Context: an optimization exercise on an open-source flow, tuned for small area. The choices shown serve that exercise and are no tape-out recipe.
Where RTL was checked, it was by simulation tests only, not by an equivalence proof against the original.
The flow treats the clock pin as an ideal source, which a real chip does not have.
Power is estimated from default activity; no workload was simulated.

## run A
==> flow/design.v (excerpt) <==
module rlc_decoder (
    input  wire        clk,
    input  wire        rst,           
    input  wire        arm,
    input  wire [5:0]  cfg_dw,        
    input  wire [4:0]  cfg_c,         
    input  wire [15:0] cfg_limit,     
    input  wire [6:0]  cfg_ratio,     
    output wire        idle,
    input  wire        rx_valid,
    input  wire [7:0]  rx_data,
    output wire        rx_ready,
    output wire        out_valid,
    input  wire        out_ready,
    output wire [31:0] out_data,
    output wire        out_pre,
    output wire        done,
    output wire        done_err,
    output wire [31:0] total_samples,
    output wire [31:0] delay_value
);
For scale: ~1000 cells after synthesis, ~170 flip-flops, roughly 150 I/O pins, about 9700 µm² of cells after synthesis.
==> flow/config.mk <==
export PLATFORM = sky130hd
export DESIGN_NAME = rlc_decoder
export DESIGN_NICKNAME = rlc_decoder
export VERILOG_FILES = /design/flow/design.v
export SDC_FILE = /design/flow/constraint.sdc
export NUM_CORES = 4
export LEC_CHECK = 0
export CAP_MARGIN = 20
export CORE_MARGIN = 2
export CORE_UTILIZATION = 40
export SLEW_MARGIN = 20
==> flow/constraint.sdc <==
create_clock -name core_clock -period 8.0 [get_ports {clk}]
set_input_delay 1.6000 -clock core_clock [delete_from_list [all_inputs] [get_ports {clk}]]
set_output_delay 1.6000 -clock core_clock [all_outputs]
set_load 0.01 [all_outputs]
standard.sh (not shown) runs the stock make flow with config.mk's settings and CLKGATE_MAP_FILE= SYNTH_SCRIPT=/design/flow/synth_recipe.tcl, a recipe that flattens the netlist after the stock synthesis.
==> flow/flow/run.sh <==
#!/bin/bash
# The standard layout, with the port buffers made from the smallest buffer cell.
set -euo pipefail
export BUFFER_PORTS_ARGS="-buffer_cell sky130_fd_sc_hd__buf_1"
bash standard.sh > standard.log 2>&1
Run A reached the final stage; the timing, design-rule and antenna checks on its layout passed.
Inputs modified between run A and run B:
==> flow/run.sh (new file) <==
#!/bin/bash
# synth_recipe.tcl (not shown) runs the flow's synth.tcl, then flattens the netlist and writes it again
# the make line also repeats each setting of config.mk as NAME=value (left out here)
make -C /OpenROAD-flow-scripts/flow DESIGN_CONFIG=/design/flow/config.mk WORK_HOME=/design/flow/orfs CLKGATE_MAP_FILE= SYNTH_SCRIPT=/design/flow/synth_recipe.tcl finish
removed: flow/flow/run.sh
removed: flow/standard.sh
==> results.txt <==
- Run B ended with more area overhead of the layout relative to synthesis than run A.
- For via count, run B and run A come out practically identical.
- Comparing routed wire length for run A and run B, the bigger number came from run B.
- Clock power ends up higher on run B.
No functional check of the RTL was part of any run of this note.

* * *

== zinc ==
The RTL this note starts from:
==> flow/design.v <==
module rlc_decoder (
    input  wire        clk,
    input  wire        rst,           
    input  wire        arm,
    input  wire [5:0]  cfg_dw,        
    input  wire [4:0]  cfg_c,         
    input  wire [15:0] cfg_limit,     
    input  wire [6:0]  cfg_ratio,     
    output wire        idle,
    input  wire        rx_valid,
    input  wire [7:0]  rx_data,
    output wire        rx_ready,
    output wire        out_valid,
    input  wire        out_ready,
    output wire [31:0] out_data,
    output wire        out_pre,
    output wire        done,
    output wire        done_err,
    output wire [31:0] total_samples,
    output wire [31:0] delay_value
);
    localparam S_IDLE  = 3'd0;
    localparam S_MUL   = 3'd1;
    localparam S_SHIFT = 3'd2;
    localparam S_DROP  = 3'd3;
    localparam S_OUT   = 3'd4;
    localparam S_MULE  = 3'd5;      
    localparam S_DONE  = 3'd6;
    localparam S_ERR   = 3'd7;
    reg  [2:0]  state;
    reg  [2:0]  k;           
    reg  [4:0]  c;           
    reg  [1:0]  d1;          
    reg         drop;        
    reg  [15:0] a;           
    reg  [22:0] e;           
    reg         ec12;        
    reg  [47:0] x;           
    reg  [31:0] total_r;
    reg  [8:0]  dhi;         
    reg         postf;       
    wire dw_ok  = (|cfg_dw) && (!cfg_dw[5] || (cfg_dw[4:0] == 5'd0));           
    wire c_ok   = !cfg_c[4] || (cfg_c[3:0] == 4'd0);                            
    wire r_ok   = !(cfg_ratio[6] && cfg_ratio[5] &&
                    (cfg_ratio[4] || cfg_ratio[3] || (cfg_ratio[2] && (cfg_ratio[1] || cfg_ratio[0]))));
    wire cfg_ok = dw_ok && c_ok && r_ok && (|cfg_limit);
    wire [4:0] dwm1;
    wire [5:0] dwb;
    assign dwb[0] = 1'b1;
    genvar gi;
    generate
        for (gi = 0; gi < 5; gi = gi + 1) begin : g_dw
            assign dwm1[gi]  = cfg_dw[gi] ^ dwb[gi];
            assign dwb[gi+1] = dwb[gi] & !cfg_dw[gi];
        end
    endgenerate
    wire dc1 = dwm1[0] & cfg_c[0];
    wire dc2 = (dwm1[1] & cfg_c[1]) | (dc1 & (dwm1[1] ^ cfg_c[1]));
    wire drop_in = (dwm1[2] & cfg_c[2]) | (dc2 & (dwm1[2] ^ cfg_c[2]));
    wire [2:0]  clo = c[2:0];
    wire [15:0] rr  = {rx_data, rx_data} >> clo;
    wire [7:0]  r   = rr[7:0];                           
    wire [7:0]  lm  = 8'hFF >> clo;                      
    wire [2:0]  k_start   = {c[4] | c[3], c[4] | c[3], c[3]};    
    wire        k_neg     = k[2];
    wire        is_byte   = k_neg | (!k[1] & d1[1]) | ((k[1] == d1[1]) & (!k[0] | d1[0]));
    wire        last_byte = !k_neg && (k[1:0] == d1);
    wire        last_step = (k == 3'd3);
    wire [7:0]  hm  = ~lm & {8{rx_ready}};
    wire [7:0]  m   = (r & hm) | (x[47:40] & ~hm);
    wire [15:0] th = {{8{c[4] | c[3]}} | ~lm, {8{c[4]}} | ({8{c[3]}} & ~lm)};
    wire [15:0] code   = x[15:0] & th;
    wire        last_rep = !(|code);
    wire [15:0] code_dec;                        
    wire [16:0] cb;
    assign cb[0] = 1'b1;
    generate
        for (gi = 0; gi < 16; gi = gi + 1) begin : g_cd
            assign code_dec[gi] = code[gi] ^ cb[gi];
            assign cb[gi+1]     = cb[gi] & !code[gi];
        end
    endgenerate
    wire        pre   = !postf && ((|e[22:7]) || (e[6] && e[5] && (e[4] || e[3] || e[2])));    
    wire        mul   = (state[1:0] == 2'b01);            
    wire        mul_ok = (state == S_MUL);
    wire        mul_x = &total_r[6:0];                   
    wire        fire  = out_valid && out_ready;
    wire        s_end = fire && last_rep;                
    wire        e_sub = !mul && s_end && pre;
    wire        cap   = fire && !pre && !postf;           
    wire [15:0] a_nx;
    wire [16:0] ab;
    assign ab[0] = s_end;
    generate
        for (gi = 0; gi < 16; gi = gi + 1) begin : g_a
            assign a_nx[gi]  = a[gi] ^ ab[gi];
            assign ab[gi+1]  = ab[gi] & !a[gi];
        end
    endgenerate
    wire a_one = (a[15:1] == 15'd0) && a[0];
    localparam [22:0] M100 = 23'h7FFF9C;
    wire [22:0] add_b;
    wire [22:0] add_s;
    wire [23:0] ec;
    assign ec[0]  = 1'b0;
    generate
        for (gi = 0; gi < 23; gi = gi + 1) begin : g_e
            if (gi == 0)
                assign add_b[gi] = mul ? (mul_ok && (mul_x || a[gi])) : (e_sub && M100[gi]);
            else if (gi < 16)
                assign add_b[gi] = mul ? (mul_ok && !mul_x && a[gi]) : (e_sub && M100[gi]);
            else
                assign add_b[gi] = e_sub;
            if (gi == 12) begin : g_c
                assign add_s[gi] = e[gi] ^ add_b[gi] ^ ec12;
                assign ec[gi+1]  = (e[gi] & add_b[gi]) | (ec12 & (e[gi] ^ add_b[gi]));
            end else begin : g_s
                assign add_s[gi] = e[gi] ^ add_b[gi] ^ ec[gi];
                assign ec[gi+1]  = (e[gi] & add_b[gi]) | (ec[gi] & (e[gi] ^ add_b[gi]));
            end
        end
    endgenerate
    wire [31:0] t_inc;
    wire [32:0] tc;
    assign tc[0] = fire || mul;
    generate
        for (gi = 0; gi < 32; gi = gi + 1) begin : g_t
            assign t_inc[gi] = total_r[gi] ^ tc[gi];
            assign tc[gi+1]  = tc[gi] & total_r[gi];
        end
    endgenerate
    wire [31:0] tot_nx = idle ? {25'h1FFFFFF, ~cfg_ratio} : t_inc;
    assign idle          = (state == S_IDLE);
    assign rx_ready      = (state == S_DROP) || ((state == S_SHIFT) && is_byte);
    assign out_valid     = (state == S_OUT);
    assign out_data      = x[47:16];
    assign out_pre       = pre;
    assign done          = (state == S_DONE) || (state == S_ERR);
    assign done_err      = (state == S_ERR);
    assign total_samples = total_r;
    assign delay_value   = {dhi, e};
    always @(posedge clk) begin
        if (rst) begin
            state <= S_IDLE;
        end else begin
            case (state)
                S_IDLE: if (arm) state <= cfg_ok ? S_MUL : S_MULE;
                S_MUL:  if (mul_x) state <= S_SHIFT;
                S_MULE: if (mul_x) state <= S_ERR;
                S_SHIFT: begin
                    if (!is_byte || rx_valid) begin
                        if (last_byte && drop)
                            state <= S_DROP;
                        else if (last_step)
                            state <= S_OUT;
                    end
                end
                S_DROP: if (rx_valid) state <= (d1 == 2'd3) ? S_OUT : S_SHIFT;
                S_OUT: begin
                    if (out_ready && last_rep)
                        state <= a_one ? S_DONE : S_SHIFT;
                end
                default: state <= S_IDLE;
            endcase
        end
    end
    always @(posedge clk) begin
        a       <= idle ? cfg_limit : a_nx;
        e       <= idle ? {{16{cfg_ok}}, ~cfg_ratio & {7{cfg_ok}}} :
                   cap  ? total_r[22:0] : add_s;
        ec12    <= !idle && ec[12];
        total_r <= tot_nx;
        if (idle || cap)
            dhi <= idle ? 9'd0 : total_r[31:23];
        postf   <= !idle && (postf || cap);
        if (idle) begin
            c    <= cfg_c;
            d1   <= dwm1[4:3];
            drop <= drop_in;
        end
        case (state)
            S_MUL, S_MULE: k <= k_start;
            S_SHIFT: begin
                if (!is_byte || rx_valid) begin
                    x <= {r & lm & {8{is_byte}}, m, x[39:8]};
                    k <= {k[2] ^ (k[1] & k[0]), k[1] ^ k[0], !k[0]};
                end
            end
            S_DROP: begin
                if (rx_valid)
                    x[47:40] <= m;
            end
            S_OUT: begin
                if (out_ready) begin
                    if (last_rep)
                        k <= k_start;
                    else
                        x[15:0] <= code_dec;
                end
            end
            default: ;
        endcase
    end
endmodule
export LEC_CHECK = 0
export CAP_MARGIN = 20
export CORE_MARGIN = 2
export CORE_UTILIZATION = 75
export GPL_TIMING_DRIVEN = 0
export SLEW_MARGIN = 20
create_clock -name core_clock -period 8.0 [get_ports {clk}]
==> flow/flow/run.sh <==
#!/bin/bash
# The standard layout, with the port buffers made from the smallest buffer
# cell and a clock tree of clkbuf_4 leaves under a clkbuf_16 root, without
# dummy loads; after CTS, post_cts.tcl upsizes the leaves whose flip-flops
# would see a slow clock edge. Global placement is not timing-driven, so
# pre_place.tcl removes synthesis's buffers first.
set -euo pipefail
export BUFFER_PORTS_ARGS="-buffer_cell sky130_fd_sc_hd__buf_1"
export CTS_ARGS="-sink_clustering_enable -repair_clock_nets -buf_list sky130_fd_sc_hd__clkbuf_4 -root_buf sky130_fd_sc_hd__clkbuf_16 -dont_use_dummy_load"
export POST_CTS_TCL="$PWD/flow/post_cts.tcl"
export PRE_GLOBAL_PLACE_TCL="$PWD/flow/pre_place.tcl"
bash standard.sh > standard.log 2>&1
==> flow/flow/post_cts.tcl <==
# After CTS: upsize each clock buffer whose flip-flops see a slow clock edge
# (placement estimate), so the clock tree uses small buffers where they suffice.
set limit 0.100
for {set pass 0} {$pass < 3} {incr pass} {
  estimate_parasitics -placement
  set changed 0
  foreach inst [get_cells -hierarchical *] {
    set ref [get_property $inst ref_name]
    if {![string match "sky130_fd_sc_hd__clkbuf_*" $ref]} { continue }
    set worst 0
    foreach pin [get_pins -of_objects [get_nets -of_objects [get_pins -of_objects $inst -filter "direction == output"]] -filter "direction == input"] {
      set sl [get_property $pin slew_max]
      if {$sl > $worst} { set worst $sl }
    }
    if {$worst > $limit} {
      set next ""
      if {$ref eq "sky130_fd_sc_hd__clkbuf_4"} { set next sky130_fd_sc_hd__clkbuf_8 }
      if {$ref eq "sky130_fd_sc_hd__clkbuf_8"} { set next sky130_fd_sc_hd__clkbuf_16 }
      if {$next ne ""} {
        puts "upsizing [get_full_name $inst] $ref -> $next (worst load slew $worst)"
        replace_cell $inst $next
        incr changed
      }
    }
  }
  if {$changed == 0} { break }
  detailed_placement
}
estimate_parasitics -placement
==> flow/flow/pre_place.tcl <==
# Global placement runs without its timing-driven mode; remove the buffers
# synthesis left (as the timing-driven mode would) before the ports are buffered.
remove_buffers
#### Input delta (raven over zinc)
- CORE_UTILIZATION now 85, was 75
- GPL_TIMING_DRIVEN no longer set, was 0
==> flow/flow/run.sh <==
#!/bin/bash
# The standard layout, with the port buffers made from the smallest buffer
# cell and a clock tree of clkbuf_4 leaves under a clkbuf_16 root, without
# dummy loads; after CTS, post_cts.tcl upsizes the leaves whose flip-flops
# would see a slow clock edge.
set -euo pipefail
export BUFFER_PORTS_ARGS="-buffer_cell sky130_fd_sc_hd__buf_1"
export CTS_ARGS="-sink_clustering_enable -repair_clock_nets -buf_list sky130_fd_sc_hd__clkbuf_4 -root_buf sky130_fd_sc_hd__clkbuf_16 -dont_use_dummy_load"
export POST_CTS_TCL="$PWD/flow/post_cts.tcl"
bash standard.sh > standard.log 2>&1
removed: flow/flow/pre_place.tcl
[summary]
The run showing the greater global-route usage is raven.
Fraction of power consumed by combinational cells, raven and zinc: lower on zinc
The final design instance area without fill on raven is in line with that on zinc.
Changes observed in raven relative to zinc: sequential share of cell area shows no meaningful change; sum of routed wire segments on met1 rose by about 3%; relative area change from synthesis to final layout dropped 0.29 points.
Inputs modified between raven and indigo:
- changing CORE_UTILIZATION from 85 to 75
==> flow/flow/run.sh <==
#!/bin/bash
# The standard layout, with the port buffers made from the smallest buffer
# cell and a clock tree of clkbuf_8 without dummy loads.
set -euo pipefail
export BUFFER_PORTS_ARGS="-buffer_cell sky130_fd_sc_hd__buf_1"
export CTS_ARGS="-sink_clustering_enable -repair_clock_nets -buf_list sky130_fd_sc_hd__clkbuf_8 -dont_use_dummy_load"
bash standard.sh > standard.log 2>&1
removed: flow/flow/post_cts.tcl
Findings:
Fmax: indigo above raven
indigo vs. raven: hold slack went up by 0.017 ns.
Proportion of power drawn by combinational gates (lower): indigo
diff inputs: indigo => nickel
- CAP_MARGIN: 20 -> 0
- SLEW_MARGIN: 20 -> 0
==> flow/flow/run.sh <==
#!/bin/bash
# The standard layout, with the port buffers made from the smallest buffer
# cell and a clock tree of clkbuf_4 leaves under a clkbuf_16 root, without
# dummy loads; after CTS, post_cts.tcl upsizes the leaves whose flip-flops
# would see a slow clock edge.
set -euo pipefail
export BUFFER_PORTS_ARGS="-buffer_cell sky130_fd_sc_hd__buf_1"
export CTS_ARGS="-sink_clustering_enable -repair_clock_nets -buf_list sky130_fd_sc_hd__clkbuf_4 -root_buf sky130_fd_sc_hd__clkbuf_16 -dont_use_dummy_load"
export POST_CTS_TCL="$PWD/flow/post_cts.tcl"
bash standard.sh > standard.log 2>&1
==> flow/flow/post_cts.tcl (new file) <==
# After CTS: upsize each clock buffer whose flip-flops see a slow clock edge
# (placement estimate), so the clock tree uses small buffers where they suffice.
set limit 0.100
for {set pass 0} {$pass < 3} {incr pass} {
  estimate_parasitics -placement
  set changed 0
  foreach inst [get_cells -hierarchical *] {
    set ref [get_property $inst ref_name]
    if {![string match "sky130_fd_sc_hd__clkbuf_*" $ref]} { continue }
    set worst 0
    foreach pin [get_pins -of_objects [get_nets -of_objects [get_pins -of_objects $inst -filter "direction == output"]] -filter "direction == input"] {
      set sl [get_property $pin slew_max]
      if {$sl > $worst} { set worst $sl }
    }
    if {$worst > $limit} {
      set next ""
      if {$ref eq "sky130_fd_sc_hd__clkbuf_4"} { set next sky130_fd_sc_hd__clkbuf_8 }
      if {$ref eq "sky130_fd_sc_hd__clkbuf_8"} { set next sky130_fd_sc_hd__clkbuf_16 }
      if {$next ne ""} {
        puts "upsizing [get_full_name $inst] $ref -> $next (worst load slew $worst)"
        replace_cell $inst $next
        incr changed
      }
    }
  }
  if {$changed == 0} { break }
  detailed_placement
}
estimate_parasitics -placement
[summary]
Timing-limited maximum frequency in nickel is about 1.1% lower than in indigo
Delta(worst hold slack after final layout, nickel - indigo) < 0
nickel -> indigo: max capacitance violation total delta 0, exact match
In nickel the worst setup slack turned out 0.085 ns lower than in indigo.
Count of antenna-violating nets left after detailed routing: nickel vs indigo identical
### nickel -> pepper
- CAP_MARGIN: 0 -> 20
- SLEW_MARGIN: 0 -> 20
==> flow/flow/run.sh <==
#!/bin/bash
# The standard layout, with the port buffers made from the smallest buffer
# cell and a clock tree of clkbuf_4 without dummy loads.
set -euo pipefail
export BUFFER_PORTS_ARGS="-buffer_cell sky130_fd_sc_hd__buf_1"
export CTS_ARGS="-sink_clustering_enable -repair_clock_nets -buf_list sky130_fd_sc_hd__clkbuf_4 -dont_use_dummy_load"
bash standard.sh > standard.log 2>&1
removed: flow/flow/post_cts.tcl
Notes after the runs:
Total vias in the final route on pepper is down relative to nickel. Compared with nickel, in pepper met1 layer wirelength in the final routing rose about 2%, worst setup margin rose 0.18 ns, post-layout minimum cycle time fell 0.18 ns. Between pepper and nickel, it is pepper whose global-route track usage on met3 is higher, by 1.4 points. Compared with nickel, pepper shows fmax higher by about 2.4%. Combinational cell fraction of total power was higher in pepper than in nickel.
Modified inputs, violet compared to pepper
==> flow/flow/run.sh <==
#!/bin/bash
# The standard layout, with the port buffers made from the smallest buffer
# cell and a clock tree of clkbuf_4 leaves under a clkbuf_16 root, without
# dummy loads; after CTS, post_cts.tcl upsizes the leaves whose flip-flops
# would see a slow clock edge.
set -euo pipefail
export BUFFER_PORTS_ARGS="-buffer_cell sky130_fd_sc_hd__buf_1"
export CTS_ARGS="-sink_clustering_enable -repair_clock_nets -buf_list sky130_fd_sc_hd__clkbuf_4 -root_buf sky130_fd_sc_hd__clkbuf_16 -dont_use_dummy_load"
export POST_CTS_TCL="$PWD/flow/post_cts.tcl"
bash standard.sh > standard.log 2>&1
==> flow/flow/post_cts.tcl (new file) <==
# After CTS: upsize each clock buffer whose flip-flops see a slow clock edge
# (placement estimate), so the clock tree uses small buffers where they suffice.
set limit 0.100
for {set pass 0} {$pass < 3} {incr pass} {
  estimate_parasitics -placement
  set changed 0
  foreach inst [get_cells -hierarchical *] {
    set ref [get_property $inst ref_name]
    if {![string match "sky130_fd_sc_hd__clkbuf_*" $ref]} { continue }
    set worst 0
    foreach pin [get_pins -of_objects [get_nets -of_objects [get_pins -of_objects $inst -filter "direction == output"]] -filter "direction == input"] {
      set sl [get_property $pin slew_max]
      if {$sl > $worst} { set worst $sl }
    }
    if {$worst > $limit} {
      set next ""
      if {$ref eq "sky130_fd_sc_hd__clkbuf_4"} { set next sky130_fd_sc_hd__clkbuf_8 }
      if {$ref eq "sky130_fd_sc_hd__clkbuf_8"} { set next sky130_fd_sc_hd__clkbuf_16 }
      if {$next ne ""} {
        puts "upsizing [get_full_name $inst] $ref -> $next (worst load slew $worst)"
        replace_cell $inst $next
        incr changed
      }
    }
  }
  if {$changed == 0} { break }
  detailed_placement
}
estimate_parasitics -placement
[summary]
- violet reports a lower arrival time at the worst endpoint than pepper does.
- Summary of violet over pepper: aggregate routed wire length increased about 0.4%, number of vias after detailed routing increased 20, first-pass GRT wire length flat.

-- static timing again, ports no longer ideal --
No port has a modelled driver above. Below, the same layouts with a new extraction and two added sets of constraints. Step 1 sets driving cells, clkbuf_16 on the clock port and buf_2 on the other inputs (assumed; they add their load-dependent delay and slew). Step 2, shift: input delay + t, output delay - t, t = (earliest + latest rising clock arrival at the registers) / 2. This alone moves slack from input paths to output paths. Three values: ideal, step 1, step 2; two values: the first two.
run	shift t [ns]	slack for setup (ns)	worst setup path at the end	worst register clock-pin slew, ns	worst data-port slew with drivers (ns)
run A	0.476	1.299 / 1.299 / 1.299	register to register	0.09 / 0.09	0.07
run B	0.482	1.335 / 1.335 / 1.335	register to register	0.08 / 0.08	0.06
zinc	0.405	0.234 / 0.247 / -0.158	input to register	0.10 / 0.10	0.05
raven	0.404	0.357 / 0.373 / -0.032	input to register	0.10 / 0.10	0.06
indigo	0.484	0.421 / 0.437 / -0.047	input to register	0.08 / 0.08	0.05
nickel	0.411	0.337 / 0.357 / -0.055	input to register	0.10 / 0.10	0.05
pepper	0.576	0.513 / 0.525 / -0.051	input to register	0.12 / 0.12	0.05
violet	0.411	0.337 / 0.357 / -0.055	input to register	0.10 / 0.10	0.05
With both steps, setup timing fails in 6 of these runs, where it was met with ideal ports. The setup slack of pepper, which loses most, moves by +0.012 ns with the drivers and by -0.564 ns with both steps.
